What follows belongs to an exercise in optimizing a design on an open flow for small area, a short achievable clock period and few clock cycles; a production flow would make more cautious choices. In this exercise RTL edits were held to simulation tests only and were not proved equivalent to the original.

==> wip/zinc: inputs <==
// elliott900
module elliott900 (
    input  wire        clk,
    input  wire        rst,           
    input  wire [17:0] start_addr,    
    input  wire [31:0] limit,         
    output wire        mem_req,
    output wire        mem_we,
    output wire [13:0] mem_addr,
    output wire [17:0] mem_wdata,
    input  wire        mem_ack,
    input  wire [17:0] mem_rdata,
    output wire        io_req,
    output wire [2:0]  io_dev,
    output wire [7:0]  io_out,
    input  wire        io_ack,
    input  wire [7:0]  io_in,
    input  wire [1:0]  io_status,
    output wire        halted,
    output wire [4:0]  exit_code,
    output wire [2:0]  fatal_cause,
    output wire [13:0] stop_addr,
    output wire [17:0] acc_a,
    output wire [17:0] acc_q
);
==> flow/config.mk <==
export PLATFORM = sky130hd
export DESIGN_NAME = elliott900
export DESIGN_NICKNAME = elliott900
export VERILOG_FILES = /design/flow/design.v
export SDC_FILE = /design/flow/constraint.sdc
export NUM_CORES = 4
export LEC_CHECK = 0
export CAP_MARGIN = 20
export CORE_MARGIN = 2
export CORE_UTILIZATION = 45
export PLACE_DENSITY = 0.65
export SETUP_SLACK_MARGIN = 3.0
export SLEW_MARGIN = 20
==> flow/constraint.sdc <==
create_clock -name core_clock -period 7.0 [get_ports {clk}]
set_input_delay 1.4000 -clock core_clock [delete_from_list [all_inputs] [get_ports {clk}]]
set_output_delay 1.4000 -clock core_clock [all_outputs]
set_load 0.01 [all_outputs]
standard.sh (not shown) runs the stock make flow with config.mk's settings and CLKGATE_MAP_FILE= SYNTH_SCRIPT=/design/flow/synth_recipe.tcl, a recipe that flattens the netlist after the stock synthesis.
==> flow/flow/run.sh <==
#!/bin/bash
# The standard layout, with the port buffers that buffer_ports inserts made
# plain buffers (buf_2) instead of the delay cell it picks by default.
set -euo pipefail
export BUFFER_PORTS_ARGS="-buffer_cell sky130_fd_sc_hd__buf_2"
bash standard.sh > standard.log 2>&1
==> wip/xenon (differences from wip/zinc) <==
--- a/flow/design.v
+++ b/flow/design.v
@@ -24,13 +24,13 @@
 );
     localparam [4:0] S_INIT  = 5'd0,    
                      S_INITB = 5'd1,    
                      S_FE    = 5'd2,    
                      S_RD    = 5'd3,    
                      S_WR    = 5'd4,    
-                     S_NU5   = 5'd5,    
+                     S_DW    = 5'd5,    
                      S_SH0   = 5'd6,    
                      S_SH    = 5'd7,    
                      S_MUL   = 5'd8,
                      S_DIV0  = 5'd9,
                      S_DIV   = 5'd10,
                      S_DP1   = 5'd11,   
@@ -88,31 +88,12 @@
                     cg[i] = cg[i] | (cp[i] & cg[i-k]);
                     cp[i] = cp[i] & cp[i-k];
                 end
             kadd = p ^ {cg[30:0], c0};
         end
     endfunction
-    function [18:0] kadd19;
-        input [18:0] x, y;
-        input        c0;
-        reg   [18:0] g, p, cg, cp, c;
-        integer      i, k;
-        begin
-            g = x & y;
-            p = x ^ y;
-            cg = g;
-            cp = p;
-            for (k = 1; k < 19; k = k * 2)
-                for (i = 18; i >= k; i = i - 1) begin
-                    cg[i] = cg[i] | (cp[i] & cg[i-k]);
-                    cp[i] = cp[i] & cp[i-k];
-                end
-            c = {cg[17:0] | (cp[17:0] & {18{c0}}), c0};
-            kadd19 = p ^ c;
-        end
-    endfunction
     function prot;
         input [13:0] ad;
         input        l4;
         prot = !l4 && ad[13:4] == 10'h1FF && (ad[3] | ad[2]);
     endfunction
     reg [4:0]  st;
@@ -193,21 +174,26 @@
     wire        msb     = (pre ? R[17] : Q[17]) ^ nneg;
     wire        xsh     = in_div | (in_sh & shl);             
     reg         alu_and, alu_nga, alu_xz, incb;      
     wire        nga     = alu_nga;
     wire        x_zero  = in_dp2 | alu_xz;
     wire        y_q     = in_dp2;
-    reg         invy_r, cin_r, yz_r;       
-    wire        y_zero  = yz_r;
-    wire        invy    = invy_r;
-    wire        cin     = in_dp2 ? invy_r ^ cfix : cin_r;
+    wire        y_zero  = in_sh | (in_mul & !Q[0]) | (in_dp1 & A[17]);
+    reg         invy, cin;
+    always @(*) begin
+        if (in_mul)               begin invy = last & Q[0];     cin = last & Q[0];     end
+        else if (in_div | in_dp1) begin invy = !A[17] ^ dneg;   cin = !A[17] ^ dneg;   end
+        else if (in_dp2)          begin invy = nneg ^ dneg;     cin = (nneg ^ dneg) ^ cfix; end
+        else                      begin invy = 1'b0;            cin = nga | incb;      end
+    end
     wire [18:0] xa   = x_zero ? 19'd0 : xsh ? {A, msb} : {A[17], A};
     wire [18:0] xv   = xa ^ {19{nga}};
     wire [18:0] ya   = y_zero ? 19'd0 : y_q ? {qhi0, Q} : {wdata[17], wdata};
     wire [18:0] yv   = ya ^ {19{invy}};
-    wire [18:0] sum  = kadd19(xv, yv, cin);
+    wire [31:0] sum_k = kadd({13'd0, xv}, {13'd0, yv}, cin);
+    wire [18:0] sum  = sum_k[18:0];
     wire        ge   = !sum[18];
     wire [12:0] pl      = maddr[12:0];
     wire        sh_left = pl[12:11] == 2'b00;
     wire        sh_rght = pl[12:11] == 2'b11;
     wire [5:0]  pl_neg  = 6'd0 - pl[5:0];
     wire [5:0]  sh_k    = sh_left ? ((pl > 13'd36) ? 6'd36 : pl[5:0])
@@ -231,18 +217,12 @@
     reg        c_k, c_18, c_36, c_d1, c_d18, mul_go, div_go, sh_go, dp1_go, dpc_go, cfix_clr;
     reg        h_set;
     reg [4:0]  h_code_n;
     reg [2:0]  h_cause_n;
     reg [1:0]  ret_n;
     reg        ret_ld, w_inc;
-    reg        bst;                   
-    wire       bst_bad  = bst && d_mb[15:14] != 2'b00;
-    wire       bst_prot = bst && prot(d_mb[13:0], level4);
-    wire [4:0] st_f     = bst_bad ? S_HX : bst_prot ? S_FX : st_n;
-    wire       req_f    = req_n && !bst_bad && !bst_prot;
-    wire       we_f     = we_n && !bst_bad && !bst_prot;
     task do_fetch;
         begin req_n = 1'b1; we_n = 1'b0; ma_pc = 1'b1; st_n = S_FE; end
     endtask
     task do_flush;        
         input [1:0] r;
         begin
@@ -305,13 +285,12 @@
         dec = 1'b0; alu_n = 1'b0; io_go = 1'b0; io_clr = 1'b0; io_go_out = 1'b0;
         set_bd = 1'b0; clr_bd = 1'b0; set_ffl = 1'b0; set_l4 = 1'b0;
         c_k = 1'b0; c_18 = 1'b0; c_36 = 1'b0; c_d1 = 1'b0; c_d18 = 1'b0;
         mul_go = 1'b0; div_go = 1'b0; sh_go = 1'b0; dp1_go = 1'b0; dpc_go = 1'b0; cfix_clr = 1'b0;
         h_set = 1'b0; h_code_n = h_code; h_cause_n = h_cause;
         ret_ld = 1'b0; ret_n = ret;
-        bst = 1'b0;
         if (alu_p) begin
             if (alu_and)   a_and = 1'b1;
             else if (incb) begin b_ld_s = 1'b1; set_bd = 1'b1; end
             else           a_sum = 1'b1;
         end
         case (st)
@@ -350,14 +329,15 @@
                         if (d_f == 4'd11) q_sts = 1'b1;
                         if (d_hb) begin
                             alu_n = 1'b1;                     
                         end else if (d_rd) begin
                             st_n = S_RD;
                         end else if (d_stf) begin
-                            if (d_b) bst = 1'b1;
-                            if (d_b || !d_prot) begin
+                            if (d_b) begin
+                                req_n = 1'b0; st_n = S_DW;
+                            end else if (!d_prot) begin
                                 we_n = 1'b1; st_n = S_WR;
                             end
                         end else if (d_jmp) begin
                             if (d_take) begin
                                 pc_ld_p = 1'b0; pc_ld_m = 1'b1;
                             end
@@ -430,12 +410,22 @@
                     pc_ld_w = 1'b1; req_n = 1'b0; st_n = S_FX;
                 end else begin
                     if (oh_b) b_ld_w = 1'b1;
                     do_fetch;
                 end
             end
+            S_DW: begin
+                if (m_bad) begin
+                    do_fatal(C_ADDRESS_RANGE);
+                    do_flush(R_HALT);
+                end else if (prot(maddr, level4)) begin
+                    do_fetch;
+                end else begin
+                    req_n = 1'b1; we_n = 1'b1; st_n = S_WR;
+                end
+            end
             S_IOD: do_io;
             S_IOW: if (io_ack) begin
                 if (io_status != 2'd0) begin
                     do_iohalt;
                     do_flush(R_HALT);
                 end else begin
@@ -603,38 +593,21 @@
             Q       <= 18'd0;
             pc      <= start_addr;
             rem     <= limit;
             h_code  <= 5'd0;
             h_cause <= 3'd0;
         end else begin
-            st     <= st_f;
+            st     <= st_n;
             in_fe  <= st_n == S_FE || st_n == S_HF;
             in_mul <= st_n == S_MUL;
             in_div <= st_n == S_DIV;
             in_sh  <= st_n == S_SH;
             in_dp1 <= st_n == S_DP1;
             in_dp2 <= st_n == S_DP2;
-            mreq  <= req_f;
-            mwe   <= we_f;
-            if (st_n == S_MUL) begin
-                invy_r <= in_mul && cnt == 6'd2 && Q[1];
-                cin_r  <= in_mul && cnt == 6'd2 && Q[1];
-                yz_r   <= in_mul ? !Q[1] : !A[0];
-            end else if (st_n == S_DIV || st_n == S_DP1) begin
-                invy_r <= in_div ? !sum[17] ^ dneg : !dneg;
-                cin_r  <= in_div ? !sum[17] ^ dneg : !dneg;
-                yz_r   <= st_n == S_DP1 && sum[17];
-            end else if (st_n == S_DP2) begin
-                invy_r <= nneg ^ dneg;
-                cin_r  <= 1'b0;
-                yz_r   <= 1'b0;
-            end else begin
-                invy_r <= 1'b0;
-                cin_r  <= alu_n && (alu_fn == 4'd2 || alu_fn == 4'd10);
-                yz_r   <= st_n == S_SH;
-            end
+            mreq  <= req_n;
+            mwe   <= we_n;
             alu_p   <= alu_n;
             alu_and <= alu_n && alu_fn == 4'd6;
             alu_nga <= alu_n && alu_fn == 4'd2;
             alu_xz  <= alu_n && (alu_fn == 4'd4 || alu_fn == 4'd10);
             incb    <= alu_n && alu_fn == 4'd10;
             if (ma_dm | ma_pc | ma_c)             maddr <= ma_nx;
@@ -660,13 +633,12 @@
             if (set_bd)  bdirty <= 1'b1;
             if (clr_bd)  bdirty <= 1'b0;
             if (set_l4)  level4 <= 1'b1;
             if (io_clr)  begin ireq <= 1'b0; iop <= 1'b0; end
             if (io_go)   begin ireq <= 1'b1; iop <= io_go_out; idev <= k_dev; iout <= k_out; end
             if (h_set)   begin h_code <= h_code_n; h_cause <= h_cause_n; end
-            if (bst_bad) begin h_code <= 5'd1; h_cause <= C_ADDRESS_RANGE; end
             if (ret_ld)  ret <= ret_n;
             if (sh_go)   begin shl <= sh_left; nneg <= 1'b0; end
             if (div_go)  begin
                 nneg <= A[17]; qhi0 <= 1'b0;
                 {iout, idev, h_code, h_cause[2:1]} <= A;
             end
==> flow/run.sh (new file) <==
#!/bin/bash
# synth_recipe.tcl (not shown) runs the flow's synth.tcl, then flattens the netlist and writes it again
# the make line also repeats each setting of config.mk as NAME=value (left out here)
make -C /OpenROAD-flow-scripts/flow DESIGN_CONFIG=/design/flow/config.mk WORK_HOME=/design/flow/orfs CLKGATE_MAP_FILE= SYNTH_SCRIPT=/design/flow/synth_recipe.tcl finish
CORE_UTILIZATION = 55   (was 45)
PLACE_DENSITY = 0.7   (was 0.65)
removed: flow/flow/run.sh
removed: flow/standard.sh
==> comparison <==
In wip/zinc the first-iteration DRC count is lower than in wip/xenon, by about 20%.
Between wip/xenon and wip/zinc, the lower sequential cell count is in wip/xenon (gap 2).
Between wip/xenon and wip/zinc, the lower final area is in wip/zinc (gap 4.1%, measured against wip/zinc).
Of wip/xenon and wip/zinc, wip/zinc has the higher synthesized area (gap 1.8%, measured against wip/zinc).
Between wip/xenon and wip/zinc, the lower critical path depth is in wip/xenon (gap 1).
In wip/xenon the worst hold slack is better than in wip/zinc, by 18 ps.
Between wip/zinc and wip/xenon, the lower clock skew is in wip/zinc (gap 12 ps).
Against wip/xenon, the via count of wip/zinc is smaller by 2.5%.
Die area: wip/xenon is smaller than wip/zinc (about 20%).
Testbench counts of wip/zinc, summed over its fixed seeds: cycles 106,646.
Testbench counts of wip/xenon, summed over its fixed seeds: cycles 108,188.

---

==> inputs of build 24 <==
elliott900, a different RTL version from the one above (not shown whole).
clock: 7.0 ns
lec_check: 0
cap_margin: 20
core_margin: 2
core_utilization: 40
place_density: 0.6
slew_margin: 20
run.sh (not shown) runs the stock make flow with config.mk's settings and CLKGATE_MAP_FILE= SYNTH_SCRIPT=/design/flow/synth_recipe.tcl, a recipe that flattens the netlist after the stock synthesis.
Stock flow here: none of the scripts above is used.
==> trial 79 (differences from build 24) <==
--- a/flow/design.v
+++ b/flow/design.v
@@ -67,12 +67,31 @@
             4'd12:   io_word = 18'o240001;
             4'd13:   io_word = 18'o100001;
             4'd14:   io_word = 18'o237766;
             default: io_word = 18'o217761;
         endcase
     endfunction
+    function [31:0] kadd;
+        input [31:0] x, y;
+        input        c0;
+        reg   [31:0] g, p, cg, cp;
+        integer      i, k;
+        begin
+            g = x & y;
+            p = x ^ y;
+            cg = g;
+            cp = p;
+            cg[0] = g[0] | (p[0] & c0);
+            for (k = 1; k < 32; k = k * 2)
+                for (i = 31; i >= k; i = i - 1) begin
+                    cg[i] = cg[i] | (cp[i] & cg[i-k]);
+                    cp[i] = cp[i] & cp[i-k];
+                end
+            kadd = p ^ {cg[30:0], c0};
+        end
+    endfunction
     function prot;
         input [13:0] ad;
         input        l4;
         prot = !l4 && ad[13:4] == 10'h1FF && (ad[3] | ad[2]);
     endfunction
     reg [4:0]  st;
@@ -110,22 +129,26 @@
     assign fatal_cause = h_cause;
     assign stop_addr   = ls;
     assign acc_a       = A;
     assign acc_q       = Q;
     wire        hp      = hp_lim | hp_ds | hp_ov;
     wire        in_fe   = st == S_FE;
-    wire [14:0] pc_i    = {1'b0, pc[13:0]} + {14'd0, in_fe};
+    wire [31:0] pc_k    = kadd({18'd0, pc[13:0]}, 32'd0, in_fe);
+    wire [14:0] pc_i    = pc_k[14:0];
     wire [17:0] pc_p    = {pc[17:15], pc[14] | pc_i[14], pc_i[13:0]};
     wire        d_b     = mem_rdata[17];
     wire [3:0]  d_f     = mem_rdata[16:13];
     wire [13:0] d_a     = {pc[13], mem_rdata[12:0]};
-    wire [15:0] d_m     = d_b ? ({2'b00, d_a} + B[15:0]) : {2'b00, d_a};
+    wire [31:0] d_mb    = kadd({18'd0, d_a}, {16'd0, B[15:0]}, 1'b0);
+    wire [15:0] d_m     = d_b ? d_mb[15:0] : {2'b00, d_a};
     wire        d_rd    = d_f == 4'd0 || d_f == 4'd1 || d_f == 4'd2 || d_f == 4'd4 ||
                           d_f == 4'd6 || d_f == 4'd10 || d_f == 4'd12 || d_f == 4'd13;
     wire        d_stf   = d_f == 4'd3 || d_f == 4'd5 || d_f == 4'd11;
     wire        d_jmp   = d_f == 4'd7 || d_f == 4'd8 || d_f == 4'd9;
+    wire        d_hb    = !d_b && !pc[13] && mem_rdata[12:0] == {10'd0, level4, level4, 1'b1} &&
+                          (d_f == 4'd1 || d_f == 4'd2 || d_f == 4'd4 || d_f == 4'd6 || d_f == 4'd10);
     wire        d_take  = d_f == 4'd8 || (d_f == 4'd7 && A == 18'd0) || (d_f == 4'd9 && A[17]);
     wire        m_hit   = maddr[13:3] == 11'd0 && maddr[2:1] == {level4, level4};
     wire        m_bad   = mhi != 2'b00;
     wire [17:0] v       = oh_s ? pc : oh_b ? B : mem_rdata;    
     wire        at_iod  = st == S_IOD;
     wire [12:0] key     = at_iod ? maddr[12:0] : mem_rdata[12:0];
@@ -136,39 +159,37 @@
     wire        k_to    = key == 13'd6148;
     wire        k_lt    = key == 13'd7168;
     wire [2:0]  k_dev   = k_ti ? 3'd1 : k_pl ? 3'd2 : k_pu ? 3'd3 : k_to ? 3'd4 : 3'd0;
     wire [7:0]  k_out   = k_pl ? {2'd0, A[5:0]} : k_pu ? A[7:0] : {1'b0, A[6:0]};
     wire        k_outd  = k_pl | k_pu | k_to;
     wire        k_ind   = k_rd | k_ti;
-    wire        in_mul  = st == S_MUL;
-    wire        in_div  = st == S_DIV;
-    wire        in_sh   = st == S_SH;
-    wire        in_dp1  = st == S_DP1;
-    wire        in_dp2  = st == S_DP2;
+    reg         in_mul, in_div, in_sh, in_dp1, in_dp2;    
     wire        dneg    = wdata[17];
-    wire        pre     = in_div && (cnt > 6'd18);
+    reg         pre_r, last;               
+    wire        pre     = in_div && pre_r;
     wire        msb     = (pre ? R[17] : Q[17]) ^ nneg;
     wire        xsh     = in_div | (in_sh & shl);             
     wire        lda     = alu_p && fn == 4'd4;
+    wire        incb    = alu_p && fn == 4'd10;      
     wire        nga     = alu_p && fn == 4'd2;
-    wire        x_zero  = in_dp2 | lda;
+    wire        x_zero  = in_dp2 | lda | incb;
     wire        y_q     = in_dp2;
-    wire        y_zero  = in_sh | (in_mul & !Q[0]);
-    wire        last    = cnt == 6'd1;
+    wire        y_zero  = in_sh | (in_mul & !Q[0]) | (in_dp1 & A[17]);
     reg         invy, cin;
     always @(*) begin
-        if (in_mul)               begin invy = last & Q[0]; cin = last & Q[0]; end
-        else if (in_div | in_dp1) begin invy = !dneg;       cin = !dneg;       end
-        else if (in_dp2)          begin invy = nneg ^ dneg;  cin = (nneg ^ dneg) ^ cfix; end
-        else                      begin invy = 1'b0;         cin = nga;         end
+        if (in_mul)               begin invy = last & Q[0];     cin = last & Q[0];     end
+        else if (in_div | in_dp1) begin invy = !A[17] ^ dneg;   cin = !A[17] ^ dneg;   end
+        else if (in_dp2)          begin invy = nneg ^ dneg;     cin = (nneg ^ dneg) ^ cfix; end
+        else                      begin invy = 1'b0;            cin = nga | incb;      end
     end
     wire [18:0] xa   = x_zero ? 19'd0 : xsh ? {A, msb} : {A[17], A};
     wire [18:0] xv   = xa ^ {19{nga}};
     wire [18:0] ya   = y_zero ? 19'd0 : y_q ? {qhi0, Q} : {wdata[17], wdata};
     wire [18:0] yv   = ya ^ {19{invy}};
-    wire [18:0] sum  = xv + yv + {18'd0, cin};
+    wire [31:0] sum_k = kadd({13'd0, xv}, {13'd0, yv}, cin);
+    wire [18:0] sum  = sum_k[18:0];
     wire        ge   = !sum[18];
     wire [12:0] pl      = maddr[12:0];
     wire        sh_left = pl[12:11] == 2'b00;
     wire        sh_rght = pl[12:11] == 2'b11;
     wire [5:0]  pl_neg  = 6'd0 - pl[5:0];
     wire [5:0]  sh_k    = sh_left ? ((pl > 13'd36) ? 6'd36 : pl[5:0])
@@ -182,13 +203,13 @@
     reg [4:0]  st_n;
     reg        req_n, we_n;
     reg        ma_dm, ma_pc, ma_c;        
     reg [13:0] ma_k;
     reg        w_a, w_q1, w_sts, w_pc, w_v, w_b, w_init;
     reg        pc_ld_p, pc_ld_m, pc_ld_w;
-    reg        b_ld_v, b_ld_w;
+    reg        b_ld_v, b_ld_w, b_ld_s;
     reg        a_sum, a_sumh, a_xa, a_and, a_io, a_q, a_sgn, a_zero;
     reg        q_v, q_sts, q_a, q_mul, q_div, q_dp2, q_zero;
     reg        dec, alu_n, io_go, io_clr, io_go_out, set_bd, clr_bd, set_ffl, set_l4;
     reg        c_k, c_18, c_36, c_d1, c_d18, mul_go, div_go, sh_go, dp1_go, cfix_clr;
     reg        h_set;
     reg [4:0]  h_code_n;
@@ -250,25 +271,26 @@
     always @(*) begin
         st_n = st; req_n = mreq; we_n = mwe;
         ma_dm = 1'b0; ma_pc = 1'b0; ma_c = 1'b0; ma_k = 14'd0;
         w_a = 1'b0; w_q1 = 1'b0; w_sts = 1'b0; w_pc = 1'b0; w_v = 1'b0; w_b = 1'b0; w_init = 1'b0;
         w_inc = 1'b0;
         pc_ld_p = 1'b0; pc_ld_m = 1'b0; pc_ld_w = 1'b0;
-        b_ld_v = 1'b0; b_ld_w = 1'b0;
+        b_ld_v = 1'b0; b_ld_w = 1'b0; b_ld_s = 1'b0;
         a_sum = 1'b0; a_sumh = 1'b0; a_xa = 1'b0; a_and = 1'b0; a_io = 1'b0;
         a_q = 1'b0; a_sgn = 1'b0; a_zero = 1'b0;
         q_v = 1'b0; q_sts = 1'b0; q_a = 1'b0; q_mul = 1'b0; q_div = 1'b0; q_dp2 = 1'b0; q_zero = 1'b0;
         dec = 1'b0; alu_n = 1'b0; io_go = 1'b0; io_clr = 1'b0; io_go_out = 1'b0;
         set_bd = 1'b0; clr_bd = 1'b0; set_ffl = 1'b0; set_l4 = 1'b0;
         c_k = 1'b0; c_18 = 1'b0; c_36 = 1'b0; c_d1 = 1'b0; c_d18 = 1'b0;
         mul_go = 1'b0; div_go = 1'b0; sh_go = 1'b0; dp1_go = 1'b0; cfix_clr = 1'b0;
         h_set = 1'b0; h_code_n = h_code; h_cause_n = h_cause;
         ret_ld = 1'b0; ret_n = ret;
         if (alu_p) begin
-            if (fn == 4'd6) a_and = 1'b1;
-            else            a_sum = 1'b1;
+            if (fn == 4'd6)       a_and = 1'b1;
+            else if (fn == 4'd10) begin b_ld_s = 1'b1; set_bd = 1'b1; end
+            else                  a_sum = 1'b1;
         end
         case (st)
             S_INIT: if (mem_ack) begin
                 c_d1 = 1'b1;
                 if (cnt[3:0] == 4'd4) begin
                     we_n = 1'b0; ma_c = 1'b1; ma_k = 14'd1; st_n = S_INITB;
@@ -298,13 +320,16 @@
                         do_flush(R_FETCH);
                     end else begin
                         dec = 1'b1; io_clr = 1'b1; pc_ld_p = 1'b1; ma_dm = 1'b1;
                         if (d_f == 4'd5) w_a = 1'b1;
                         if (d_f == 4'd3) w_q1 = 1'b1;
                         if (d_f == 4'd11) begin w_sts = 1'b1; q_sts = 1'b1; end
-                        if (d_rd) begin
+                        if (d_hb) begin
+                            w_b = 1'b1; alu_n = 1'b1;
+                            ma_dm = 1'b0; do_fetch;
+                        end else if (d_rd) begin
                             st_n = S_RD;
                         end else if (d_stf) begin
                             if (d_b) begin
                                 req_n = 1'b0; st_n = S_DW;
                             end else if (prot(d_a, level4)) begin
                                 ma_dm = 1'b0; do_fetch;
@@ -446,14 +471,13 @@
                     div_go = 1'b1; a_zero = 1'b1;
                     if (A == {18{A[17]}}) c_18 = 1'b1; else c_36 = 1'b1;
                     st_n = S_DIV;
                 end
             end
             S_DIV: begin
-                c_d1 = 1'b1; cfix_clr = 1'b1;
-                if (ge) a_sum = 1'b1; else a_xa = 1'b1;
+                c_d1 = 1'b1; cfix_clr = 1'b1; a_sum = 1'b1;
                 if (!pre) q_div = 1'b1;
                 if (last) begin
                     if (nneg) st_n = S_DP1;
                     else begin req_n = 1'b1; we_n = 1'b0; ma_pc = 1'b1; st_n = S_DP2; end
                 end
             end
@@ -480,45 +504,52 @@
                 b_ld_v = 1'b1; pc_ld_w = 1'b1; set_l4 = 1'b1;
                 req_n = 1'b0; st_n = S_FX;
             end
             default: ;    
         endcase
     end
-    wire [17:0] v_inc = v + {17'd0, w_inc};
+    wire [31:0] v_k   = kadd({14'd0, v}, 32'd0, w_inc);
+    wire [17:0] v_inc = v_k[17:0];
     wire [13:0] ma_nx = ({14{ma_dm}} & d_m[13:0]) | ({14{ma_pc}} & pc_p[13:0]) |
                         ({14{ma_c}} & ma_k);
     wire [17:0] w_nx  = ({18{w_a}} & A) | ({18{w_q1}} & {1'b0, Q[17:1]}) |
                         ({18{w_sts | w_pc}} & {5'd0, pc_p[12:0]}) |
                         ({18{w_pc}} & {pc_p[17:13], 13'd0}) |
                         ({18{w_v}} & v_inc) | ({18{w_b}} & B) |
                         ({18{w_init}} & io_word(cnt[3:0] - 4'd1));
     wire [17:0] pc_nx = ({18{pc_ld_p}} & pc_p) | ({18{pc_ld_m}} & {2'd0, d_m}) |
                         ({18{pc_ld_w}} & wdata);
-    wire [17:0] b_nx  = ({18{b_ld_v}} & v) | ({18{b_ld_w}} & wdata);
+    wire [17:0] b_nx  = ({18{b_ld_v}} & v) | ({18{b_ld_w}} & wdata) | ({18{b_ld_s}} & sum[17:0]);
     wire [17:0] a_nx  = ({18{a_sum}} & sum[17:0]) |
                         ({18{a_sumh}} & {sum[18:2], sum[1] | in_dp2}) |
                         ({18{a_xa}} & xa[17:0]) | ({18{a_and}} & (A & wdata)) |
                         ({18{a_io}} & ({A[10:0], 7'd0} | {10'd0, io_in})) |
                         ({18{a_q}} & Q) | ({18{a_sgn}} & {18{A[17]}});
     wire [17:0] q_nx  = ({18{q_v}} & v) | ({18{q_sts}} & {3'd0, pc_p[14:13], 13'd0}) |
                         ({18{q_a}} & A) | ({18{q_mul}} & {sum[0], Q[17:1]}) |
                         ({18{q_div}} & {Q[16:0], ge & in_div}) |
                         ({18{q_dp2}} & {sum[18:2], 1'b0});
     wire [5:0]  c_nx  = ({6{c_k}} & sh_k) | ({6{c_18}} & 6'd18) | ({6{c_36}} & 6'd36) |
                         ({6{c_d1}} & (cnt - 6'd1)) | ({6{c_d18}} & (cnt - 6'd18));
+    wire [31:0] rem_d = kadd(rem, 32'hFFFFFFFF, 1'b0);
     wire a_ld = a_sum | a_sumh | a_xa | a_and | a_io | a_q | a_sgn | a_zero;
     wire q_ld = q_v | q_sts | q_a | q_mul | q_div | q_dp2 | q_zero;
     always @(posedge clk) begin
         hp_lim <= (|limit) && rem == 32'd0;
         hp_ds  <= !first && pc == {4'd0, ls};
         hp_ov  <= pc[17:14] != 4'd0;
         fhit   <= pc[13:3] == 11'd0 && pc[2:1] == {level4, level4};
         oh_s   <= st == S_RD && m_hit && !maddr[0];
         oh_b   <= st == S_RD && m_hit && maddr[0];
         if (rst) begin
             st      <= S_INIT;
+            in_mul  <= 1'b0;
+            in_div  <= 1'b0;
+            in_sh   <= 1'b0;
+            in_dp1  <= 1'b0;
+            in_dp2  <= 1'b0;
             mreq    <= 1'b1;
             mwe     <= 1'b1;
             maddr   <= 14'd8191;
             wdata   <= io_word(4'd15);
             cnt     <= 6'd15;
             ireq    <= 1'b0;
@@ -532,28 +563,37 @@
             Q       <= 18'd0;
             pc      <= start_addr;
             rem     <= limit;
             h_code  <= 5'd0;
             h_cause <= 3'd0;
         end else begin
-            st    <= st_n;
+            st     <= st_n;
+            in_mul <= st_n == S_MUL;
+            in_div <= st_n == S_DIV;
+            in_sh  <= st_n == S_SH;
+            in_dp1 <= st_n == S_DP1;
+            in_dp2 <= st_n == S_DP2;
             mreq  <= req_n;
             mwe   <= we_n;
             alu_p <= alu_n;
             if (ma_dm | ma_pc | ma_c)             maddr <= ma_nx;
             if (w_a | w_q1 | w_sts | w_pc | w_v | w_b | w_init) wdata <= w_nx;
             if (pc_ld_p | pc_ld_m | pc_ld_w)      pc    <= pc_nx;
-            if (b_ld_v | b_ld_w)                  B     <= b_nx;
+            if (b_ld_v | b_ld_w | b_ld_s)         B     <= b_nx;
             if (a_ld)                             A     <= a_nx;
             if (q_ld)                             Q     <= q_nx;
-            if (c_k | c_18 | c_36 | c_d1 | c_d18) cnt   <= c_nx;
+            if (c_k | c_18 | c_36 | c_d1 | c_d18) begin
+                cnt   <= c_nx;
+                pre_r <= c_nx > 6'd18;
+                last  <= c_nx == 6'd1;
+            end
             if (dec) begin
                 ls    <= pc[13:0];
                 first <= 1'b0;
                 ffl   <= 1'b0;
-                rem   <= rem - 32'd1;
+                rem   <= rem_d;
                 fn    <= d_f;
                 mhi   <= d_m[15:14];
             end
             if (set_ffl) ffl <= 1'b1;
             if (set_bd)  bdirty <= 1'b1;
             if (clr_bd)  bdirty <= 1'b0;
SETUP_SLACK_MARGIN = 2.5   (was unset)
==> notes <==
First-iteration DRC count: build 24 is higher than trial 79 (11%). Between trial 79 and build 24, the lower final cell count is in build 24 (gap 1.4%, measured against build 24). Of trial 79 and build 24, trial 79 has the higher worst hold slack (gap 0.0042 ns). Against build 24, the routed wire length of trial 79 is larger by about 3%. In build 24 the setup slack is lower than in trial 79, by 1.7 ns.
Testbench counts of build 24, summed over its fixed seeds: cycles 124,768.
Testbench counts of trial 79, summed over its fixed seeds: cycles 108,064.

## re-timing with driven ports
In the flow no input, the clock included, has a driving cell. The finished layouts below were timed again as built, in two steps.
Step 1 assumes that a clkbuf_16 drives the clock port and a buf_2 every other input.
Step 2 adds t to the input delays and takes it off the output delays; t is the mean of the earliest and latest rising clock arrival at the registers after step 1. Input paths then give back, and output paths get back, about the clock's delay inside the block.
a / b / c = ideal ports / drivers / drivers and shift; a / b = the first two.
| run | shift t [ns] | slack for setup (ns) | latest minus earliest clock arrival (ns) | worst register clock-pin slew, ns | worst slew at a driven data input, ns |
|---|---|---|---|---|---|
| wip/zinc | 0.635 | 2.823 / 2.823 / 2.438 | 0.018 / 0.018 | 0.07 / 0.07 | 0.09 |
| wip/xenon | 0.612 | 2.853 / 2.853 / 2.421 | 0.030 / 0.030 | 0.07 / 0.07 | 0.09 |
| build 24 | 0.649 | 0.806 / 0.806 / 0.806 | 0.031 / 0.031 | 0.07 / 0.07 | 0.08 |
| trial 79 | 0.635 | 2.528 / 2.528 / 1.982 | 0.021 / 0.021 | 0.07 / 0.07 | 0.06 |
After both steps setup and hold are still met in every run listed. The setup slack of trial 79, which loses most, moves by 0.000 ns with the drivers and by -0.546 ns with both steps.
